From an optimization exercise on the open Yosys and OpenROAD flow, aimed at small area, a short achievable clock period and few clock cycles per item; shortcuts taken in it are not production practice. Function was checked by simulation only, so behaviour that the tests miss may differ from the original.

File: flow/config.mk
export PLATFORM = sky130hd
export DESIGN_NAME = modexp64
export DESIGN_NICKNAME = modexp64
export VERILOG_FILES = /design/flow/design.v
export SDC_FILE = /design/flow/constraint.sdc
export NUM_CORES = 4
export LEC_CHECK = 0
export CAP_MARGIN = 20
export CORE_MARGIN = 2
export CORE_UTILIZATION = 40
export SLEW_MARGIN = 20
File: flow/design.v
module modexp64 (
    input  wire        clk,
    input  wire        rst,
    input  wire        start,
    input  wire        op,
    input  wire [63:0] a,
    input  wire [63:0] e,
    input  wire [63:0] m,
    output wire        ready,
    output reg         done,
    output wire [63:0] result,
    output reg  [3:0]  errcode
);
    localparam integer K  = 6;      
    localparam integer ND = 12;     
    localparam integer NB = 72;     
    localparam integer NS = 27;
    localparam [4:0] S_IDLE   = 5'd0;
    localparam [4:0] S_CHK    = 5'd1;
    localparam [4:0] S_E0     = 5'd2;    
    localparam [4:0] S_ALIGN  = 5'd3;
    localparam [4:0] S_REDUCE = 5'd4;
    localparam [4:0] S_SWAP   = 5'd5;
    localparam [4:0] S_FIN1   = 5'd6;    
    localparam [4:0] S_FIN2   = 5'd7;
    localparam [4:0] S_FIN3   = 5'd8;
    localparam [4:0] S_PSET   = 5'd9;    
    localparam [4:0] S_PM1    = 5'd10;
    localparam [4:0] S_PM2    = 5'd11;
    localparam [4:0] S_PM3    = 5'd12;
    localparam [4:0] S_PM4    = 5'd13;
    localparam [4:0] S_PM5    = 5'd14;
    localparam [4:0] S_DBL    = 5'd15;   
    localparam [4:0] S_CVB1   = 5'd16;
    localparam [4:0] S_LDX    = 5'd17;
    localparam [4:0] S_CONVB  = 5'd18;
    localparam [4:0] S_HEAD   = 5'd19;
    localparam [4:0] S_MRUN   = 5'd20;   
    localparam [4:0] S_SRUN   = 5'd21;   
    localparam [4:0] S_FRUN   = 5'd22;   
    localparam [4:0] S_MCONV  = 5'd23;
    localparam [4:0] S_SCONV  = 5'd24;
    localparam [4:0] S_FCONV  = 5'd25;
    localparam [4:0] S_FRED   = 5'd26;   
    localparam [1:0] Z_0 = 2'd0, Z_M = 2'd1, Z_NM = 2'd2, Z_MH = 2'd3;
    reg [4:0]    st;
    reg [NS-1:0] sh;       
    reg          rdy;
    reg [63:0]   M;        
    reg [63:0]   E;        
    reg [63:0]   Mh;       
    reg [70:0]   B;        
    reg [70:0]   Rs;       
    reg [71:0]   XM;       
    reg [71:0]   S;        
    reg [71:0]   C;        
    reg [73:0]   ZR;       
    reg          slot1, slotc, cilo, ci1;
    reg          cin;      
    reg [K-1:0]  Vlow;     
    reg [K-1:0]  ydig_r;   
    reg          op_r;
    reg          fin;      
    reg          neg0;     
    reg          res_one;  
    reg [1:0]    sph;      
    reg [6:0]    cnt;
    reg [3:0]    j;
    reg [2:0]    b;
    assign ready  = rdy;
    assign result = B[63:0];
    wire fast = M[0];
    reg [K-1:0] mp;
    always @* begin
        case (M[5:1])
            5'd0: mp = 6'd63;
            5'd1: mp = 6'd21;
            5'd2: mp = 6'd51;
            5'd3: mp = 6'd9;
            5'd4: mp = 6'd7;
            5'd5: mp = 6'd29;
            5'd6: mp = 6'd59;
            5'd7: mp = 6'd17;
            5'd8: mp = 6'd15;
            5'd9: mp = 6'd37;
            5'd10: mp = 6'd3;
            5'd11: mp = 6'd25;
            5'd12: mp = 6'd23;
            5'd13: mp = 6'd45;
            5'd14: mp = 6'd11;
            5'd15: mp = 6'd33;
            5'd16: mp = 6'd31;
            5'd17: mp = 6'd53;
            5'd18: mp = 6'd19;
            5'd19: mp = 6'd41;
            5'd20: mp = 6'd39;
            5'd21: mp = 6'd61;
            5'd22: mp = 6'd27;
            5'd23: mp = 6'd49;
            5'd24: mp = 6'd47;
            5'd25: mp = 6'd5;
            5'd26: mp = 6'd35;
            5'd27: mp = 6'd57;
            5'd28: mp = 6'd55;
            5'd29: mp = 6'd13;
            5'd30: mp = 6'd43;
            5'd31: mp = 6'd1;
        default: mp = 6'd0;
        endcase
    end
    wire [73:0] cpa1 = {2'b00, S} + {2'b00, C} + {73'd0, cin};
    wire [6:0]  lo7  = {1'b0, Vlow} + {1'b0, Mh[K-1:0]};
    wire        slot = slot1 || (slotc && cin);
    wire        ci2  = ci1 || (cilo && lo7[K]);
    wire [73:0] p2 = {2'b00, S};
    wire [73:0] q2 = {2'b00, C};
    wire [73:0] s2 = p2 ^ q2 ^ ZR;
    wire [73:0] c2 = {((p2 & q2) | (p2 & ZR) | (q2 & ZR)), slot};
    wire [73:0] cpa2 = s2 + c2 + {73'd0, ci2};
    wire [71:0] dsub = {1'b0, B} - {1'b0, Rs};
    wire        ge_inv = !dsub[71];                     
    wire        ge_dbl = ({S, 1'b0} >= {9'd0, M});      
    wire        ge_s   = (S >= {8'd0, M});              
    wire slowrun = !fast && (sh[S_MRUN] || sh[S_SRUN]);
    wire g_inv = sh[S_ALIGN] || sh[S_REDUCE];
    wire g_dbl = sh[S_DBL] || (slowrun && sph == 2'd0);
    wire ge    = g_inv ? ge_inv : g_dbl ? ge_dbl : ge_s;
    wire a_c2 = sh[S_CHK] || sh[S_FRED] || sh[S_PM1] || sh[S_FIN2];
    wire a_ge = sh[S_DBL] || sh[S_E0] || (slowrun && sph != 2'd1);
    wire alu_sel = a_c2 || (a_ge && ge);
    wire fmt = fast && (sh[S_MCONV] || sh[S_SCONV] || sh[S_FCONV] || sh[S_CONVB]);
    wire [71:0] alu_w = alu_sel ? cpa2[71:0] : cpa1[71:0];
    wire [71:0] alu   = fmt ? {cpa1[65:0], Vlow} : alu_w;
    wire [71:0] xm_new = {cpa2[65:0], lo7[K-1:0]};
    wire [3:0]   jn = j + 4'd1;
    wire [71:0]  bpad = {1'b0, B};
    wire [71:0]  rpad = {1'b0, Rs};
    reg  [K-1:0] dig_b, dig_r, ndig_b, ndig_r;
    integer      di;
    always @* begin
        dig_b  = {K{1'b0}};
        dig_r  = {K{1'b0}};
        ndig_b = {K{1'b0}};
        ndig_r = {K{1'b0}};
        for (di = 0; di < ND; di = di + 1) begin
            dig_b  = dig_b  | (bpad[K*di +: K] & {K{j  == di}});
            dig_r  = dig_r  | (rpad[K*di +: K] & {K{j  == di}});
            ndig_b = ndig_b | (bpad[K*di +: K] & {K{jn == di}});
            ndig_r = ndig_r | (rpad[K*di +: K] & {K{jn == di}});
        end
    end
    wire [K-1:0] ydig_raw = sh[S_SRUN] ? dig_b : dig_r;
    wire [K-1:0] ydig_nxt = sh[S_SRUN] ? ndig_b : sh[S_MRUN] ? ndig_r : {K{1'b0}};
    wire         ybit = ydig_raw[b];
    wire [K-1:0] selx  = ydig_r & ~Vlow;
    wire [K-1:0] selm  = ~ydig_r & Vlow;
    wire [K-1:0] selxm = ydig_r & Vlow;
    reg  [71:0]  at [0:K-1];
    integer      t;
    always @* begin
        for (t = 0; t < K; t = t + 1)
            at[t] = ({72{selx[t]}} & {1'b0, B}) | ({72{selxm[t]}} & XM) | ({72{selm[t]}} & {8'd0, Mh});
    end
    wire [77:0] T0 = {6'd0, S};
    wire [77:0] T1 = {6'd0, C};
    wire [77:0] A0 = {6'd0, at[0]};
    wire [77:0] A1 = {5'd0, at[1], 1'b0};
    wire [77:0] A2 = {4'd0, at[2], 2'b0};
    wire [77:0] A3 = {3'd0, at[3], 3'b0};
    wire [77:0] A4 = {2'd0, at[4], 4'b0};
    wire [77:0] A5 = {1'd0, at[5], 5'b0};
    wire [77:0] l1s = T0 ^ T1 ^ A0;
    wire [77:0] l1c = {((T0 & T1) | (T0 & A0) | (T1 & A0)), cin};
    wire [77:0] l2s = A1 ^ A2 ^ A3;
    wire [77:0] l2c = {((A1 & A2) | (A1 & A3) | (A2 & A3)), 1'b0};
    wire [77:0] l3s = l1s ^ l1c ^ l2s;
    wire [77:0] l3c = {((l1s & l1c) | (l1s & l2s) | (l1c & l2s)), 1'b0};
    wire [77:0] l4s = l2c ^ A4 ^ A5;
    wire [77:0] l4c = {((l2c & A4) | (l2c & A5) | (A4 & A5)), 1'b0};
    wire [77:0] l5s = l3s ^ l3c ^ l4s;
    wire [77:0] l5c = {((l3s & l3c) | (l3s & l4s) | (l3c & l4s)), 1'b0};
    wire [77:0] l6s = l5s ^ l5c ^ l4c;
    wire [77:0] l6c = {((l5s & l5c) | (l5s & l4c) | (l5c & l4c)), 1'b0};
    wire [K:0]  vlo = {1'b0, l6s[K-1:0]} + {1'b0, l6c[K-1:0]};
    wire e_z2 = (E[63:2] == 62'd0);
    wire e_z1 = e_z2 && !E[1];
    wire e_z0 = e_z1 && !E[0];
    wire last_bit = (j == 4'd0) && (b == 3'd0);
    task automatic go(input [4:0] ns);
        begin
            st <= ns;
            sh <= {{(NS-1){1'b0}}, 1'b1} << ns;
            slot1 <= 1'b0;
            slotc <= 1'b0;
            cilo  <= 1'b0;
            ci1   <= 1'b0;
            case (ns)
            S_CHK, S_FRED, S_PM1, S_FIN2: ZR <= {10'd0, M};
            S_MCONV, S_SCONV, S_CONVB: begin
                ZR    <= {16'd0, Mh[63:K]};
                slotc <= 1'b1;
                cilo  <= 1'b1;
            end
            S_PM3: begin
                ZR    <= 74'd0;
                slotc <= 1'b1;
                ci1   <= 1'b1;
            end
            default: begin
                ZR    <= ~{10'd0, M};
                slot1 <= 1'b1;
            end
            endcase
        end
    endtask
    task automatic finish(input [3:0] code);
        begin
            done    <= 1'b1;
            errcode <= code;
            rdy     <= 1'b1;
            go(S_IDLE);
        end
    endtask
    task automatic clr_acc;
        begin
            S    <= 72'd0;
            C    <= 72'd0;
            cin  <= 1'b0;
            Vlow <= {K{1'b0}};
        end
    endtask
    always @(posedge clk) begin
        if (rst) begin
            st   <= S_IDLE;
            sh   <= {{(NS-1){1'b0}}, 1'b1};
            rdy  <= 1'b1;
            done <= 1'b0;
        end else begin
            done <= 1'b0;
            case (st)
            S_IDLE: begin
                M    <= m;
                E    <= e;
                B    <= {7'd0, a};
                op_r <= op;
                neg0 <= 1'b0;
                fin  <= 1'b0;
                cnt  <= 7'd0;
                clr_acc;
                if (start) begin
                    rdy <= 1'b0;
                    go(S_CHK);
                end
                ZR <= {10'd0, m};
            end
            S_CHK: begin
                if (M == 64'd0) begin
                    finish(4'd5);
                end else begin
                    Rs <= alu[70:0];          
                    S  <= 72'd1;
                    go((!op_r && e_z0) ? S_E0 : S_ALIGN);
                end
            end
            S_E0: begin
                B <= alu[70:0];               
                finish(4'd0);
            end
            S_ALIGN: begin
                if (cnt == 7'd0 && Rs == 71'd0) begin
                    if (B != 71'd1) begin
                        finish(4'd7);
                    end else begin
                        C <= 72'd0;
                        go(S_FIN1);
                    end
                end else if (ge) begin
                    Rs  <= {Rs[69:0], 1'b0};
                    C   <= {C[70:0], 1'b0};
                    cnt <= cnt + 7'd1;
                end else if (cnt == 7'd0) begin
                    if (fin)       finish(4'd0);
                    else if (op_r) go(S_SWAP);
                    else           go(S_PSET);
                end else begin
                    Rs  <= {1'b0, Rs[70:1]};
                    C   <= {1'b0, C[71:1]};
                    cnt <= cnt - 7'd1;
                    go(S_REDUCE);
                end
            end
            S_REDUCE: begin
                if (ge) begin
                    B <= dsub[70:0];
                    S <= alu;                 
                end
                if (cnt == 7'd0) begin
                    if (fin)       finish(4'd0);
                    else if (op_r) go(S_SWAP);
                    else           go(S_PSET);
                end else begin
                    Rs  <= {1'b0, Rs[70:1]};
                    C   <= {1'b0, C[71:1]};
                    cnt <= cnt - 7'd1;
                end
            end
            S_SWAP: begin
                B    <= Rs;
                Rs   <= B;
                S    <= C;
                C    <= S;
                neg0 <= !neg0;
                go(S_ALIGN);
            end
            S_FIN1: begin
                Rs <= alu[70:0];              
                S  <= 72'd0;
                go(S_FIN2);
            end
            S_FIN2: begin
                B <= alu[70:0];               
                go(S_FIN3);
            end
            S_FIN3: begin
                B <= (neg0 && Rs != 71'd0) ? dsub[70:0] : Rs;
                finish(4'd0);
            end
            S_PSET: begin
                res_one <= 1'b1;
                cnt     <= 7'd0;
                clr_acc;
                if (fast) begin
                    Rs <= B;                  
                    go(S_PM1);
                end else begin
                    go(S_HEAD);
                end
            end
            S_PM1: begin
                B      <= alu[70:0];          
                ydig_r <= mp;
                go(S_PM2);
            end
            S_PM2: begin                      
                S    <= l6s[77:6];
                C    <= l6c[77:6];
                Vlow <= vlo[K-1:0];
                cin  <= vlo[K];
                go(S_PM3);
            end
            S_PM3: begin
                Mh <= cpa2[63:0];             
                B  <= Rs;
                go(S_PM4);
            end
            S_PM4: begin
                C    <= {1'b0, B};
                cin  <= 1'b0;
                Vlow <= {K{1'b0}};
                go(S_PM5);
            end
            S_PM5: begin
                S <= C;
                go(S_DBL);
            end
            S_DBL: begin
                S   <= alu;
                C   <= (cnt == NB - 1) ? 72'd0 : alu;
                cnt <= cnt + 7'd1;
                if (cnt == NB - 1) go(S_CVB1);
            end
            S_CVB1: begin
                B      <= alu[70:0];          
                clr_acc;
                ydig_r <= {{(K-1){1'b0}}, 1'b1};
                go(S_LDX);
            end
            S_LDX: begin                      
                S    <= l6s[77:6];
                C    <= l6c[77:6];
                Vlow <= vlo[K-1:0];
                cin  <= vlo[K];
                go(S_CONVB);
            end
            S_CONVB: begin
                B  <= alu[70:0];
                XM <= xm_new;
                clr_acc;
                go(S_HEAD);
            end
            S_HEAD: begin
                j      <= fast ? 4'd0 : (ND - 1);
                b      <= K - 1;
                sph    <= 2'd0;
                ydig_r <= B[K-1:0];
                if (E[0]) begin
                    Rs      <= B;
                    res_one <= 1'b0;
                    if (e_z2 && !E[1]) begin
                        if (fast) begin
                            ydig_r <= {{(K-1){1'b0}}, 1'b1};
                            go(S_FRUN);
                        end else begin
                            finish(4'd0);
                        end
                    end else begin
                        go(S_SRUN);
                    end
                end else begin
                    go(S_SRUN);
                end
            end
            S_MRUN, S_SRUN, S_FRUN: begin
                if (fast) begin
                    S      <= l6s[77:6];
                    C      <= l6c[77:6];
                    Vlow   <= vlo[K-1:0];
                    cin    <= vlo[K];
                    j      <= j + 4'd1;
                    ydig_r <= ydig_nxt;
                    if (j == ND)
                        go((st == S_MRUN) ? S_MCONV : (st == S_SRUN) ? S_SCONV : S_FCONV);
                end else begin
                    case (sph)
                    2'd0: begin
                        S <= alu;
                        if (ybit) begin
                            C   <= {1'b0, B};
                            sph <= 2'd1;
                        end else begin
                            C <= last_bit ? 72'd0 : alu;
                        end
                    end
                    2'd1: begin
                        S   <= alu;           
                        C   <= 72'd0;
                        sph <= 2'd2;
                    end
                    default: begin
                        S   <= alu;
                        C   <= last_bit ? 72'd0 : alu;
                        sph <= 2'd0;
                    end
                    endcase
                    if (sph == 2'd2 || (sph == 2'd0 && !ybit)) begin
                        if (b == 3'd0) begin
                            b <= K - 1;
                            j <= j - 4'd1;
                        end else begin
                            b <= b - 3'd1;
                        end
                        if (last_bit) go((st == S_MRUN) ? S_MCONV : S_SCONV);
                    end
                end
            end
            S_MCONV: begin
                clr_acc;
                j      <= fast ? 4'd0 : (ND - 1);
                b      <= K - 1;
                sph    <= 2'd0;
                ydig_r <= B[K-1:0];
                if (e_z2 && !E[1]) begin
                    B <= alu[70:0];
                    if (fast) begin
                        XM     <= xm_new;
                        ydig_r <= {{(K-1){1'b0}}, 1'b1};
                        go(S_FRUN);
                    end else begin
                        finish(4'd0);
                    end
                end else begin
                    Rs <= alu[70:0];
                    go(S_SRUN);
                end
            end
            S_SCONV: begin
                B      <= alu[70:0];
                XM     <= xm_new;
                clr_acc;
                E      <= {1'b0, E[63:1]};
                j      <= fast ? 4'd0 : (ND - 1);
                b      <= K - 1;
                sph    <= 2'd0;
                ydig_r <= alu[K-1:0];
                if (E[1]) begin
                    if (res_one) begin
                        Rs      <= alu[70:0];
                        res_one <= 1'b0;
                        if (e_z2) begin
                            if (fast) begin
                                ydig_r <= {{(K-1){1'b0}}, 1'b1};
                                go(S_FRUN);
                            end else begin
                                finish(4'd0);
                            end
                        end else begin
                            go(S_SRUN);
                        end
                    end else begin
                        ydig_r <= Rs[K-1:0];
                        go(S_MRUN);
                    end
                end else begin
                    go(S_SRUN);
                end
            end
            S_FCONV: begin
                B   <= alu[70:0];             
                clr_acc;
                fin <= 1'b1;
                go(S_FRED);
            end
            S_FRED: begin
                Rs  <= alu[70:0];             
                cnt <= 7'd0;
                go(S_ALIGN);
            end
            default: begin
                rdy <= 1'b1;
                go(S_IDLE);
            end
            endcase
        end
    end
endmodule
File: flow/constraint.sdc
create_clock -name core_clock -period 15.0 [get_ports {clk}]
set_input_delay 3.0000 -clock core_clock [delete_from_list [all_inputs] [get_ports {clk}]]
set_output_delay 3.0000 -clock core_clock [all_outputs]
set_load 0.01 [all_outputs]
File: flow/run.sh
#!/bin/bash
# synth_recipe.tcl (not shown) runs the flow's synth.tcl, then flattens the netlist and writes it again
# the make line also repeats each setting of config.mk as NAME=value (left out here)
make -C /OpenROAD-flow-scripts/flow DESIGN_CONFIG=/design/flow/config.mk WORK_HOME=/design/flow/orfs CLKGATE_MAP_FILE= SYNTH_SCRIPT=/design/flow/synth_recipe.tcl finish
==> results.py, run 1 <==
metrics = {
    "status": {
        "status": "finished clean",
    },
    "floorplan": {
        "die_y_microns": 444,
        "rows": 161,
        "core_area_sq_um": 192000,
        "dieArea_sq_um": 197000,
        "die-width_microns": 444,
        "io_pins": 266,
        "initial_core_util_pct": 40.2,
    },
    "drt": {
        "routedWlPerCell_microns": 39.6,
        "drt_iter0_drc": 13015,
        "vias_per_cell": 7.02,
        "wl_microns": 438000,
        "drc_errors": 0,
        "first_pass_iters": 13,
        "postRouteAntennaNets": 0,
        "via_count": 77583,
    },
    "timing": {
        "rsz0062_at_grt": "no",
        "setup-violations-final": 0,
        "hold_viol": 0,
        "timing_worst_slew_pin_value_ns": 1.35,
        "slew_viol_final": 0,
        "slew_headroom_pct": 9.63,
        "finalCriticalPeriod_ns": 7.45,
        "finClkSkew_ns": 0.0571,
        "layout_setup_ws_ns": 7.55,
        "fin_setup_tns_ns": 0,
        "holdWs_ns": 0.451,
        "period_share_pct": 49.7,
        "fmax_mhz": 134,
    },
    "synthesis": {
        "synthArstFlopShare_pct": 0,
        "ys_ff_latch": 682,
        "ys_types": 92,
        "ys.flop_type": "edfxtp_1",
        "yosysSeqAreaShare_pct": 26.1,
        "avgSynthCellArea_sq_um": 9.08,
        "syn_nets": 9602,
        "netlist_instances": 8522,
        "synth_warnings": 2,
        "synth_edf_count": 656,
        "syn_area_sq_um": 77400,
    },
    "clock_tree": {
        "htreeDepth": 3,
        "ctsResizeCount": 0,
        "cts_tree": "yes",
        "cts_sinks": 682,
        "cts_buffers": 92,
        "root_buffer": "clkbuf_16",
        "cts_setup_buffers": 0,
        "path_clk_slew_ns": 0.06,
        "clock_latency_ns": 0.80,
        "clockBufferDepth": 3,
        "holdBufCountCts": 0,
    },
    "cells_and_area": {
        "drive_gt1_share_pct": 11.6,
        "area_growth_pct": 11.0,
        "final_cells": 11050,
        "nets": 9513,
        "final_core_util_pct": 44.6,
        "fill_cells": 18665,
        "final_area_sq_um": 85900,
    },
    "setup_path": {
        "crit_chain": "inv_1 > ha_1 > nand3_1 > nor3_1 > o211ai_1 > a21oi_1 > o41ai_1 > buf_4 > a311oi_1 > nor4_4 > o22ai_4 > buf_4 > a21oi_4 > buf_12 > mux2_2 > mux2i_1 > o21ai_0",
        "cp-start-kind": "flop",
        "cpPeakStageDelay_ns": 0.99,
        "path_buf_inv": 4,
        "path_delay_family": "compound AO/OA/AOI/OAI gates",
        "path_max_fanout": 86,
        "path_common_cell": "buf_4",
        "cp-end-kind": "flop",
        "worstPathArrival_ns": 7.90,
        "cp.required_ns": 15.45,
        "path_class": "reg -> reg",
        "slowest_stage": "nor3_1",
    },
    "grt": {
        "grt_use_met2_pct": 62.8,
        "grt_util_all_layers_pct": 43.3,
        "grt_max_degree": 132,
        "grt_pass1_vias": 74716,
        "busiest_layer": "met2",
        "globalRouteMet1Util_pct": 52.8,
        "grt_pass1_wl_microns": 604000,
        "grt_remaining_overflow": 0,
        "antenna_found_initial": 36,
        "use_met3_pct": 12.7,
    },
    "placement": {
        "placedCellCount": 10862,
        "place_ws_ns": 7.89,
        "gp_congestion": 1.05,
        "place_area_sq_um": 82800,
        "hpwl_microns": 317000,
        "portBuffers": 265,
    },
    "worst_hold_path": {
        "hold_path_class": "reg -> reg",
    },
    "run": {
        "drv_cap": 0,
    },
}
-- cell usage in the layout, fill, tap and decap left out, types with 36 or more instances in the layout --
cell	n
nand2_1	874
inv_1	784
edfxtp_1	656
o21ai_0	514
fa_1	503
a21oi_1	479
mux2_2	460
nor2_1	435
ha_1	378
clkdlybuf4s50_1	264
buf_4	264
a22oi_1	257
a22o_1	211
mux2i_1	209
a221oi_1	163
a222oi_1	143
a21o_1	140
xnor2_1	120
a221o_1	109
nand3_1	107
nand4_1	100
clkbuf_16	93
xor2_1	90
nor4_1	86
o221ai_1	79
nor2b_1	70
o211ai_1	70
nor3_1	65
a211oi_1	57
o21bai_1	48
a31oi_1	46
nand2b_1	45
o31ai_1	37
and3_1	36
-- synthesized netlist by cell type (all sizes together) (12+ instances only) --
cell type,count,area [sq um]
inv,785,2950
xor2,90,788
o21a,24,180
a21boi,16,120
nand2,878,3300
o22ai,22,151
a221oi,164,1440
and2,29,181
a2111oi,12,105
a41oi,12,105
o31ai,37,278
a31oi,47,294
a22o,211,1850
dfxtp,26,521
a311oi,13,114
edfxtp,656,19700
nand2b,47,294
o21bai,48,360
nand4,100,626
o221ai,79,692
mux2i,210,2100
nor3,73,370
buf,149,870
mux2,471,5320
nand3,108,541
a222oi,143,1430
a211oi,63,493
and3,36,225
a21o,140,1050
xnor2,123,1080
ha,381,4770
nor2,449,1690
o2111ai,12,105
or2,16,100
a21oi,485,2440
o21ai,539,2700
nor2b,80,500
a221o,109,1090
or3,15,93.8
clkbuf,577,2170
o211ai,70,526
a22oi,257,1930
nor4,94,594
fa,503,10100
-- worst paths after layout --
path,start,endpoint,slack [ns],cells past startpoint
setup / recovery,M[12],S[21],7.55,17
hold / removal,sh[4],sh[4],0.45,2
setup reg to reg,M[12],S[21],7.55,17
hold reg to reg,sh[4],sh[4],0.45,2
-- sequential cells by signal, summed over array words and instances (netlist names), 5 cells and up --
name	flops
st	5
S	72
C	72
ydig_r	6
mp	5
Mh	64
ZR	65
sh	14
Vlow	6
XM	72
B	71
M	64
E	64
cnt	7
Rs	71
-- worst reg2reg max path, stage by stage, from the launching register on --
cell	delay, ns
edfxtp_1	0.70
inv_1	0.20
ha_1	0.34
nand3_1	0.11
nor3_1	0.99
o211ai_1	0.22
a21oi_1	0.51
o41ai_1	0.17
buf_4	0.21
a311oi_1	0.50
nor4_4	0.21
o22ai_4	0.21
buf_4	0.44
a21oi_4	0.11
buf_12	0.21
mux2_2	0.85
mux2i_1	0.90
o21ai_0	0.26
-- cell type report --
type | count | area (sq um) | share of cell area (%)
diodes | 18 | 45.0 | 0.0525
flip-flops and latches | 682 | 20200 | 23.5
inverters | 788 | 2960 | 3.44
clock buffers | 113 | 2400 | 2.80
repair buffers | 543 | 4850 | 5.65
clock inverters | 54 | 564 | 0.657
multi-input cells | 6326 | 51700 | 60.2
well taps | 2526 | 3160 | 3.68
-- logic make-up after synthesis --
kind of cell	share of synthesized area, %
xor gates and xnor gates	2.41
muxes	9.62
buffers and inverters	7.75
adders and majority gates	19.2
and+or+nand+nor	11.4
AOI/OAI and AO/OA	23.5
DFF	26.1
-- per-layer routing --
| layer | part of all wire [%] | wire length, microns | vias to the layer above |
|---|---|---|---|
| met2 | 42 | 182000 | 6392 |
| met1 | 36 | 158000 | 38226 |
| li1 | - | - | 31292 |
| met3 | 12 | 53700 | 1663 |
| met5 | 0.018 | 78 | - |
| met4 | 10 | 44000 | 10 |
Testbench counts, summed over its fixed seeds: cycles 200,055, items 192.
==> run 2, diff against run 1 <==
--- a/flow/design.v
+++ b/flow/design.v
@@ -108,15 +108,18 @@
         default: mp = 6'd0;
         endcase
     end
-    wire [73:0] cpa1 = {2'b00, S} + {2'b00, C} + {73'd0, cin};
+    wire [74:0] cpa1x = {2'b00, S, 1'b1} + {2'b00, C, cin};
+    wire [73:0] cpa1  = cpa1x[74:1];
     wire [6:0]  lo7  = {1'b0, Vlow} + {1'b0, Mh[K-1:0]};
     wire        slot = slot1 || (slotc && cin);
-    wire        ci2  = ci1 || (cilo && lo7[K]);
+    wire        c6   = (Vlow > ~Mh[K-1:0]);             
+    wire        ci2  = ci1 || (cilo && c6);
     wire [73:0] p2 = {2'b00, S};
     wire [73:0] q2 = {2'b00, C};
     wire [73:0] s2 = p2 ^ q2 ^ ZR;
     wire [73:0] c2 = {((p2 & q2) | (p2 & ZR) | (q2 & ZR)), slot};
-    wire [73:0] cpa2 = s2 + c2 + {73'd0, ci2};
+    wire [74:0] cpa2x = {s2, 1'b1} + {c2, ci2};
+    wire [73:0] cpa2  = cpa2x[74:1];
     wire [71:0] dsub = {1'b0, B} - {1'b0, Rs};
     wire        ge_inv = !dsub[71];                     
     wire        ge_dbl = ({S, 1'b0} >= {9'd0, M});      
@@ -230,12 +233,7 @@
         end
     endtask
     always @(posedge clk) begin
-        if (rst) begin
-            st   <= S_IDLE;
-            sh   <= {{(NS-1){1'b0}}, 1'b1};
-            rdy  <= 1'b1;
-            done <= 1'b0;
-        end else begin
+        begin
             done <= 1'b0;
             case (st)
             S_IDLE: begin
@@ -481,7 +479,7 @@
                 j      <= fast ? 4'd0 : (ND - 1);
                 b      <= K - 1;
                 sph    <= 2'd0;
-                ydig_r <= alu[K-1:0];
+                ydig_r <= Vlow;               
                 if (E[1]) begin
                     if (res_one) begin
                         Rs      <= alu[70:0];
@@ -521,5 +519,11 @@
             end
             endcase
         end
+        if (rst) begin
+            st   <= S_IDLE;
+            sh   <= {{(NS-1){1'b0}}, 1'b1};
+            rdy  <= 1'b1;
+            done <= 1'b0;
+        end
     end
 endmodule
==> results.py, run 2 <==
metrics = {
    "status": {
        "status": "finished clean",
    },
    "synthesis": {
        "ys.flop_type": "edfxtp_1",
        "syn_nets": 9732,
        "synthArstFlopShare_pct": 0,
        "ys_ff_latch": 682,
        "synth_warnings": 2,
        "synth_common_cells": "922 x nand2_1, 788 x inv_1, 656 x edfxtp_1",
        "synth.largest_area_cell": "edfxtp_1",
        "avgSynthCellArea_sq_um": 8.92,
        "synth_top_area_share_pct": 25.5,
        "yosysMostFrequentCell": "nand2_1",
        "ys_top_cells_by_area": "edfxtp_1 26%, fa_1 13%, ha_1 6.2%, mux2i_1 4.7%, nand2_1 4.5%",
        "netlist_instances": 8652,
        "yosysSeqAreaShare_pct": 26.2,
        "syn_area_sq_um": 77100,
        "synth_edf_count": 656,
        "ys_types": 95,
    },
    "grt": {
        "grt_pass1_wl_microns": 564000,
        "antenna_found_initial": 23,
        "grt_remaining_overflow": 0,
        "grt_max_degree": 117,
        "grt_util_all_layers_pct": 39.8,
        "grt_pass1_vias": 74645,
    },
    "placement": {
        "place_ws_ns": 7.74,
        "gp_congestion": 1.05,
        "portBuffers": 265,
        "hpwl_microns": 291000,
        "place_area_sq_um": 82200,
    },
    "setup_path": {
        "rr_worst_depth": 16,
        "rrSetupSlack_ns": 7.23,
        "path_class": "reg -> reg",
        "r2r_end": "C[23]",
        "worstPathArrival_ns": 8.24,
        "path_max_fanout": 39,
        "r2r_start": "M[36]",
        "cp-start-kind": "flop",
        "cp-end-kind": "flop",
        "cp.required_ns": 15.47,
    },
    "timing": {
        "slew_headroom_pct": 9.03,
        "layout_setup_ws_ns": 7.23,
        "finalCriticalPeriod_ns": 7.77,
        "period_share_pct": 51.8,
        "setup-violations-final": 0,
        "fmax_mhz": 129,
        "timing_worst_slew_pin_value_ns": 1.33,
        "rsz0062_at_grt": "no",
        "fin_setup_tns_ns": 0,
        "slew_viol_final": 0,
        "finClkSkew_ns": 0.0417,
        "hold_viol": 0,
    },
    "floorplan": {
        "core_area_sq_um": 192000,
        "rows": 161,
        "die_y_microns": 443,
        "dieArea_sq_um": 196000,
        "initial_core_util_pct": 40.2,
        "die-width_microns": 443,
        "io_pins": 266,
    },
    "cells_and_area": {
        "final_area_sq_um": 85200,
        "area_growth_pct": 10.5,
        "nets": 9605,
        "final_common_cell": "nand2_1",
        "seqCellArea_sq_um": 20200,
        "reg.largest.list": "C: 72 flops, S: 72 flops, XM: 72 flops",
        "multi_input_comb_area_sq_um": 51200,
        "final_core_util_pct": 44.4,
        "drive_gt1_share_pct": 9.42,
        "layout_common_cells": "917 x nand2_1, 786 x inv_1, 656 x edfxtp_1",
        "fill_cells": 18654,
    },
    "drt": {
        "routedWlPerCell_microns": 36.1,
        "via_count": 77027,
        "wl_met3_microns": 53800,
        "dr_wl_met2_microns": 165000,
        "first_pass_iters": 13,
        "drt_iter0_drc": 12399,
        "vias_per_cell": 6.91,
        "wl_met1_microns": 142000,
        "wl_microns": 403000,
        "drc_errors": 0,
        "top_layer_used": "met5",
        "postRouteAntennaNets": 0,
    },
    "clock_tree": {
        "htreeDepth": 3,
        "path_clk_slew_ns": 0.06,
        "ctsResizeCount": 0,
        "clockBufferDepth": 3,
        "cts_tree": "yes",
        "cts_setup_buffers": 0,
        "cts_buffers": 90,
        "cts_sinks": 682,
        "holdBufCountCts": 0,
        "root_buffer": "clkbuf_16",
        "clock_latency_ns": 0.78,
    },
    "worst_hold_path": {
        "hold_path.startpoint": "sh[3]",
        "hold_end": "sh[3]",
        "hold_path_depth": 2,
        "hold_path_class": "reg -> reg",
    },
    "run": {
        "drv_cap": 0,
    },
}
==> run 2: cell types whose count changed in the layout (fill, tap and decap cells not counted), moves of 18 or more <==
cell | before | now
a21oi_1 | 479 | 566
o21ai_0 | 514 | 594
a21o_1 | 140 | 167
xnor2_1 | 120 | 138
nand2b_1 | 45 | 27
mux2_2 | 460 | 301
o221ai_1 | 79 | 109
o211ai_1 | 70 | 52
nor2_1 | 435 | 500
mux2i_1 | 209 | 360
a22o_1 | 211 | 90
nand2_1 | 874 | 917
a221o_1 | 109 | 90
==> run 2: worst max-delay path by stage <==
stage                 from  endpoint  slack (ns)  cells after the start
finish               M[36]     C[23]        7.23                     16
global route         M[36]     C[29]        7.25                     16
CTS                  M[36]     C[23]        7.72                     16
detailed placement   M[36]     C[23]        7.74                     16
global placement     M[36]     C[29]        7.91                     16
floorplan           Rs[18]      S[0]        5.55                     18
==> run 2: layer usage <==
metal,global-route usage (%),vias up
met2,57.2,6413
met1,47.6,37340
li1,-,31415
met4,33.5,16
met5,0,-
met3,13.8,1843
==> run 2: cell type report <==
cell class | count | share of cell area (%)
multi-input cells | 6429 | 60.1
flip-flops and latches | 682 | 23.7
repair buffers | 529 | 5.48
well taps | 2526 | 3.71
inverters | 793 | 3.50
clock buffers | 116 | 2.79
clock inverters | 50 | 0.642
diodes | 25 | 0.0734
==> run 2: cells by family after synthesis <==
logic type	after synthesis	share of synthesized area, %
compound gates	2635	23.3
fa+ha+maj	884	19.2
mux	673	9.25
xor+xnor	217	2.46
flops	682	26.2
simple gates	2020	11.6
buf+inv	1541	7.94
==> run 2: stage by stage <==
step | hold slack [ns] | instances
after global routing | 0.471 | 11126
after floorplan | 0.427 | 8652
after global placement | 0.434 | 10950
after detailed placement | 0.447 | 10953
after CTS | 0.455 | 11119
final | 0.456 | 11150
==> run 2: worst max-delay path: stages (launching register included) <==
cell       delay [ns]
edfxtp_1         0.62
inv_1            0.13
ha_1             0.32
nand4_1          0.17
nor4_1           0.78
nand3_1          0.51
a211o_1          0.57
a31oi_1          0.72
o41ai_1          0.18
a2bb2oi_2        0.31
a21oi_4          0.20
buf_4            0.22
or2_4            0.55
buf_4            0.72
mux2_1           0.42
mux2i_1          0.72
o221ai_1         0.25
Testbench counts of run 2, summed over its fixed seeds: cycles 200,055, items 192.
==> run 3, diff against run 2 <==
==> flow/flow/run.sh (new file) <==
#!/bin/bash
# Layout flow: the standard flow (standard.sh, unchanged synthesis and
# steps), with OpenROAD's setup repair asked to leave a larger slack margin,
# so that the gates on the design's own critical paths get sized for a short
# clock period. The SDC (clock period, I/O delays, loads) is not touched.
set -e
export SETUP_SLACK_MARGIN=10.2
bash standard.sh > standard_flow.log 2>&1
==> flow/standard.sh (new file) <==
#!/bin/bash
# synth_recipe.tcl (not shown) runs the flow's synth.tcl, then flattens the netlist and writes it again
# the make line also repeats each setting of config.mk as NAME=value (left out here)
make -C /OpenROAD-flow-scripts/flow DESIGN_CONFIG=/design/flow/config.mk WORK_HOME=/design/flow/orfs CLKGATE_MAP_FILE= SYNTH_SCRIPT=/design/flow/synth_recipe.tcl "${@:-finish}"
removed: flow/run.sh
==> results.py, run 3 <==
metrics = {
    "synthesis": {
        "syn_area_sq_um": 77100,
        "synth_top_area_share_pct": 25.5,
        "synth.largest_area_cell": "edfxtp_1",
        "netlist_instances": 8652,
        "avgSynthCellArea_sq_um": 8.92,
        "synth_edf_count": 656,
        "synthArstFlopShare_pct": 0,
        "yosysSeqAreaShare_pct": 26.2,
        "yosysMostFrequentCell": "nand2_1",
        "synth_warnings": 2,
        "ys.flop_type": "edfxtp_1",
        "ys_ff_latch": 682,
        "syn_nets": 9732,
        "ys_types": 95,
        "synth_common_cells": "922 x nand2_1, 788 x inv_1, 656 x edfxtp_1",
        "ys_top_cells_by_area": "edfxtp_1 26%, fa_1 13%, ha_1 6.2%, mux2i_1 4.7%, nand2_1 4.5%",
    },
    "drt": {
        "vias_per_cell": 7.01,
        "wl_met1_microns": 152000,
        "routedWlPerCell_microns": 37.9,
        "dr_wl_met2_microns": 178000,
        "wl_microns": 445000,
        "drt_iter0_drc": 15191,
        "wl_met3_microns": 66600,
        "postRouteAntennaNets": 0,
        "drc_errors": 0,
        "via_count": 82325,
        "first_pass_iters": 14,
        "top_layer_used": "met5",
    },
    "cells_and_area": {
        "layout_common_cells": "908 x nand2_1, 777 x inv_1, 656 x edfxtp_1",
        "drive_gt1_share_pct": 20.4,
        "final_area_sq_um": 95500,
        "area_growth_pct": 23.8,
        "nets": 10185,
        "reg.largest.list": "C: 72 flops, S: 72 flops, XM: 72 flops",
        "final_common_cell": "nand2_1",
    },
    "placement": {
        "hpwl_microns": 300000,
        "portBuffers": 265,
        "gp_congestion": 1.05,
        "place_area_sq_um": 82300,
    },
    "timing": {
        "timing_worst_slew_pin_value_ns": 1.39,
        "fmax_mhz": 185,
        "rsz0062_at_grt": "yes",
        "finalCriticalPeriod_ns": 5.42,
        "setup-violations-final": 0,
        "slew_viol_final": 0,
        "hold_viol": 0,
        "fin_setup_tns_ns": 0,
        "finClkSkew_ns": 0.0409,
        "period_share_pct": 36.1,
        "slew_headroom_pct": 7.16,
    },
    "setup_path": {
        "cp-start-kind": "flop",
        "cp.required_ns": 15.47,
        "crit_chain": "buf_6 > nor4_4 > buf_4 > o221a_2 > o21ai_1 > o41ai_4 > a2bb2oi_4 > buf_6 > a21oi_4 > or2_4 > buf_12 > mux2i_4 > o211ai_1 > a21oi_2",
        "path_max_fanout": 27,
        "path_class": "reg -> reg",
        "worstPathArrival_ns": 5.89,
        "cp-end-kind": "flop",
        "path_common_cell": "buf_6",
        "cpPeakStageDelay_ns": 0.89,
        "slowest_stage": "nor4_4",
    },
    "grt": {
        "antenna_found_initial": 44,
        "grt_pass1_wl_microns": 605000,
        "grt_max_degree": 139,
        "grt_remaining_overflow": 0,
        "grt_pass1_vias": 77015,
        "grt_util_all_layers_pct": 43.1,
    },
    "clock_tree": {
        "htreeDepth": 3,
        "clock_latency_ns": 0.79,
        "holdBufCountCts": 0,
        "root_buffer": "clkbuf_16",
        "cts_tree": "yes",
        "path_clk_slew_ns": 0.07,
        "clockBufferDepth": 3,
        "cts_buffers": 92,
        "cts_sinks": 682,
    },
    "worst_hold_path": {
        "hold_path_class": "reg -> reg",
    },
    "status": {
        "status": "finished clean",
    },
    "floorplan": {
        "initial_core_util_pct": 40.2,
        "io_pins": 266,
        "die_y_microns": 443,
        "rows": 161,
        "core_area_sq_um": 192000,
        "dieArea_sq_um": 196000,
        "die-width_microns": 443,
    },
    "run": {
        "drv_cap": 0,
    },
}
==> run 3: repair_timing <==
action,4_1_cts,5_1_grt
gates cloned,16,11
pin swaps,49,185
setup buffers,294,260
setup endpoints to repair,722,588
resized for setup,644,528
==> run 3: final timing paths <==
kind              slack [ns]  start  depth (start not counted)     to
hold reg to reg         0.45  sh[4]                          2  sh[4]
hold / removal          0.45  sh[4]                          2  sh[4]
setup reg to reg        9.58   M[0]                         14  B[58]
setup / recovery        9.58   M[0]                         14  B[58]
==> run 3: metrics by stage <==
stage | std cells | hold slack, ns | setup slack (ns) | util, %
after floorplan | 8652 | 0.427 | 9.53 | -
after global placement | 10948 | 0.438 | 7.91 | 42.8
after detailed placement | 10952 | 0.441 | 7.71 | 42.9
after CTS | 11433 | 0.450 | 10.06 | 47.3
after global routing | 11711 | 0.490 | 9.70 | 49.7
final | 11737 | 0.451 | 9.58 | 49.8
==> run 3: layout make-up <==
type | count | area (sq um)
Multi-Input combinational cell | 6436 | 54900
Fill cell | 17900 | 96500
Antenna cell | 29 | 72.6
Sequential cell | 682 | 20200
Tap cell | 2526 | 3160
Clock buffer | 118 | 2480
Clock inverter | 53 | 653
Inverter | 793 | 3020
Timing Repair Buffer | 1100 | 11000
==> run 3: cell families after synthesis <==
family	after synthesis	share of synthesized area (%)
muxes	673	9.25
buffers and inverters	1541	7.94
xor gates and xnor gates	217	2.46
adders and majority gates	884	19.2
and+or+nand+nor	2020	11.6
DFF	682	26.2
AOI/OAI and AO/OA	2635	23.3
==> run 3: layer usage <==
layer | global-route usage [%] | vias to the layer above
met2 | 61.0 | 7543
met3 | 17.9 | 2353
met5 | 0.440 | -
met1 | 50.8 | 39722
met4 | 35.5 | 40
li1 | - | 32667
==> run 3: critical path, delay by kind of cell (launching register included) <==
| family | cells | cell delay (ns) |
|---|---|---|
| AOI/OAI and AO/OA | 7 | 2.26 |
| and+or+nand+nor | 2 | 1.18 |
| buffers and inverters | 4 | 0.93 |
| DFF | 1 | 0.46 |
| muxes | 1 | 0.19 |

-- static timing again, ports no longer ideal --
The results above use ideal ports. As a check the final layouts listed here were re-extracted and re-timed, cells and wires unchanged. Step 1 (the two cells are an assumption about what drives the block):
set clk [get_ports {clk}]
set_driving_cell -lib_cell sky130_fd_sc_hd__clkbuf_16 $clk
set_driving_cell -lib_cell sky130_fd_sc_hd__buf_2 [delete_from_list [all_inputs] $clk]
Step 2 moves the port delays by t, midway between the first and last clock arrival at a register: inputs arrive t later, outputs are due t later. That takes back most of the time a late clock gives input paths. Slacks: ideal ports / drivers / drivers and shift; pairs: ideal ports / drivers.
| run | t, ns | setup slack, ns | worst data-port slew with drivers (ns) |
|---|---|---|---|
| run 1 | 0.867 | 7.551 / 7.551 / 7.551 | 0.10 |
| run 2 | 0.847 | 7.231 / 7.231 / 7.231 | 0.10 |
| run 3 | 0.867 | 9.581 / 9.581 / 9.581 | 0.10 |
After both steps every run listed still meets setup and hold.
